From an optimization exercise on the open Yosys and OpenROAD flow, aimed at small area, a short achievable clock period and few clock cycles; shortcuts taken in it are not production practice. The RTL was checked by simulation tests, not by an equivalence proof against the original design. No activity file was given, so power comes from the tool's default toggle rates.

## T
Design bl_engine, start of the top module:
module bl_engine (
  input  wire        clk,
  input  wire        rst,
  input  wire        rx_valid,
  input  wire [7:0]  rx_data,
  input  wire        rx_err,
  output wire        rx_ready,
  output wire        tx_valid,
  output wire [7:0]  tx_data,
  input  wire        tx_ready,
  output wire        op_valid,
  output wire [3:0]  op_cmd,
  output wire [31:0] op_addr,
  output wire [15:0] op_wdata,
  input  wire        op_ready,
  input  wire        op_ok,
  input  wire [31:0] op_rdata,
  input  wire        rdp_level,
  output wire        exited
);
  localparam [7:0] ACK  = 8'hCD;
  localparam [7:0] NACK = 8'hAB;
  localparam [3:0] OP_FLASH_UNLOCK = 4'd0;
  localparam [3:0] OP_FLASH_LOCK   = 4'd1;
  localparam [3:0] OP_OPT_UNLOCK   = 4'd2;
  localparam [3:0] OP_OPT_LOCK     = 4'd3;
  localparam [3:0] OP_PAGE_ERASE   = 4'd4;
  localparam [3:0] OP_MASS_ERASE   = 4'd5;
  localparam [3:0] OP_PROG_HALF    = 4'd6;
  localparam [3:0] OP_OPT_PROG_RDP = 4'd7;
  localparam [3:0] OP_OPT_LAUNCH   = 4'd8;
  localparam [3:0] OP_MEM_READ     = 4'd9;
  localparam [3:0] OP_SET_MSP      = 4'd10;
  localparam [3:0] OP_DEINIT       = 4'd11;
  localparam [3:0] OP_CALL         = 4'd12;
  localparam integer RL = 89;    
  localparam integer FB = 5;     
  function [31:0] crc_byte;
    input [31:0] c;
    input [7:0]  b;
    integer i;
    reg [31:0] x;
    begin
      x = c ^ {24'd0, b};
      for (i = 0; i < 32; i = i + 1)
        x = x[31] ? ((x << 1) ^ 32'h04C1_1DB7) : (x << 1);
      crc_byte = x;
    end
  ...
For scale: ~110 I/O pins.
==> flow/config.mk <==
export PLATFORM = sky130hd
export DESIGN_NAME = bl_engine
export DESIGN_NICKNAME = bl_engine
export VERILOG_FILES = /design/flow/design.v
export SDC_FILE = /design/flow/constraint.sdc
export NUM_CORES = 4
export LEC_CHECK = 0
export CAP_MARGIN = 20
export CORE_MARGIN = 2
export CORE_UTILIZATION = 40
export PLACE_DENSITY = 0.6
export SLEW_MARGIN = 20
==> flow/constraint.sdc <==
create_clock -name core_clock -period 10.0 [get_ports {clk}]
set_input_delay 2.0000 -clock core_clock [delete_from_list [all_inputs] [get_ports {clk}]]
set_output_delay 2.0000 -clock core_clock [all_outputs]
set_load 0.01 [all_outputs]
standard.sh (not shown) runs the stock make flow with config.mk's settings and CLKGATE_MAP_FILE= SYNTH_SCRIPT=/design/flow/synth_recipe.tcl, a recipe that flattens the netlist after the stock synthesis.
==> flow/flow/run.sh <==
#!/bin/bash
# The standard layout, with buf_2 port buffers, timing repair aimed at a
# tighter setup target and CTS without dummy loads and with larger sink
# clusters; each ORFS step logs under
# orfs/logs/, the make output goes to standard.log.
cd "$(dirname "$0")/.."
bash standard.sh BUFFER_PORTS_ARGS="-buffer_cell sky130_fd_sc_hd__buf_2" SETUP_SLACK_MARGIN=7.0 \
  CTS_ARGS="-sink_clustering_enable -repair_clock_nets -dont_use_dummy_load -sink_clustering_size 24 -sink_clustering_max_diameter 80" finish > standard.log 2>&1
T closes out successfully: all stages finished, all timing, DRC and antenna checks passed.
Testbench counts of T, summed over its fixed seeds: cycles 52,366.
Edits applied to the flow inputs when going from T to P:
--- a/flow/design.v
+++ b/flow/design.v
@@ -350,23 +350,23 @@
         c_chrop <= (bd == 8'h21);
       end
       if (b_addr)
         opa <= {bd, opa[31:8]};
       if (b_len) begin
         len_q <= bd;
         wsh   <= (cnt - 8'd4 == bd) && (cnt >= 8'd4);    
       end
       if (b_dat && !b_odd)
         lo_q <= bd;
     end
-    if (rxon && first_q && !bv) begin
+    if (rst || (bv && b_last)) begin
       crc <= 32'hFFFF_FFFF;
       m   <= 1'b1;
     end else if (bv) begin
       if (b_trl) begin
         crc <= {8'd0, crc[31:8]};
         m   <= m & (bd == crc[7:0]);
       end else begin
         crc <= crc_nx;
       end
     end else if (fire_op && opc == OP_MEM_READ) begin
       crc <= op_rdata;
Notes after the runs:
The worst setup path endpoint comes out op_addr[27] in one run and op_wdata[0] in the other, namely in P and T respectively.
Re met2 wire length: T was higher than P.
Taking T as the reference point, the wire length of P falls by about 2.4%.
Going from T to P, achievable frequency now larger, source-to-sink clock delay at the later pin of the worst-skew pair did not really move, reported sequential group power fell about 1%.
Testbench counts of P, summed over its fixed seeds: cycles 52,366.

what the ideal ports hide:
No port has a modelled driver above. Below, the same layouts with a new extraction and two added sets of constraints. Step 1 (the two cells are an assumption about what drives the block):
set clk [get_ports {clk}]
set_driving_cell -lib_cell sky130_fd_sc_hd__clkbuf_16 $clk
set_driving_cell -lib_cell sky130_fd_sc_hd__buf_2 [delete_from_list [all_inputs] $clk]
Step 2 adds t to the input delays and takes it off the output delays; t is the mean of the earliest and latest rising clock arrival at the registers after step 1. Input paths then give back, and output paths get back, about the clock's delay inside the block. Three values: no drivers, after step 1, after step 2; two values: the first two.
| run | shift t [ns] | setup slack, ns | hold slack, ns |
|---|---|---|---|
| T | 0.698 | 6.803 / 6.739 / 6.301 | 0.273 / 0.273 / 0.273 |
| P | 0.709 | 6.845 / 6.774 / 6.352 | 0.292 / 0.292 / 0.292 |
After both steps setup and hold are still met in every run listed. For T, which loses most, drivers alone change the setup slack by -0.064 ns; drivers and shift together by -0.502 ns.
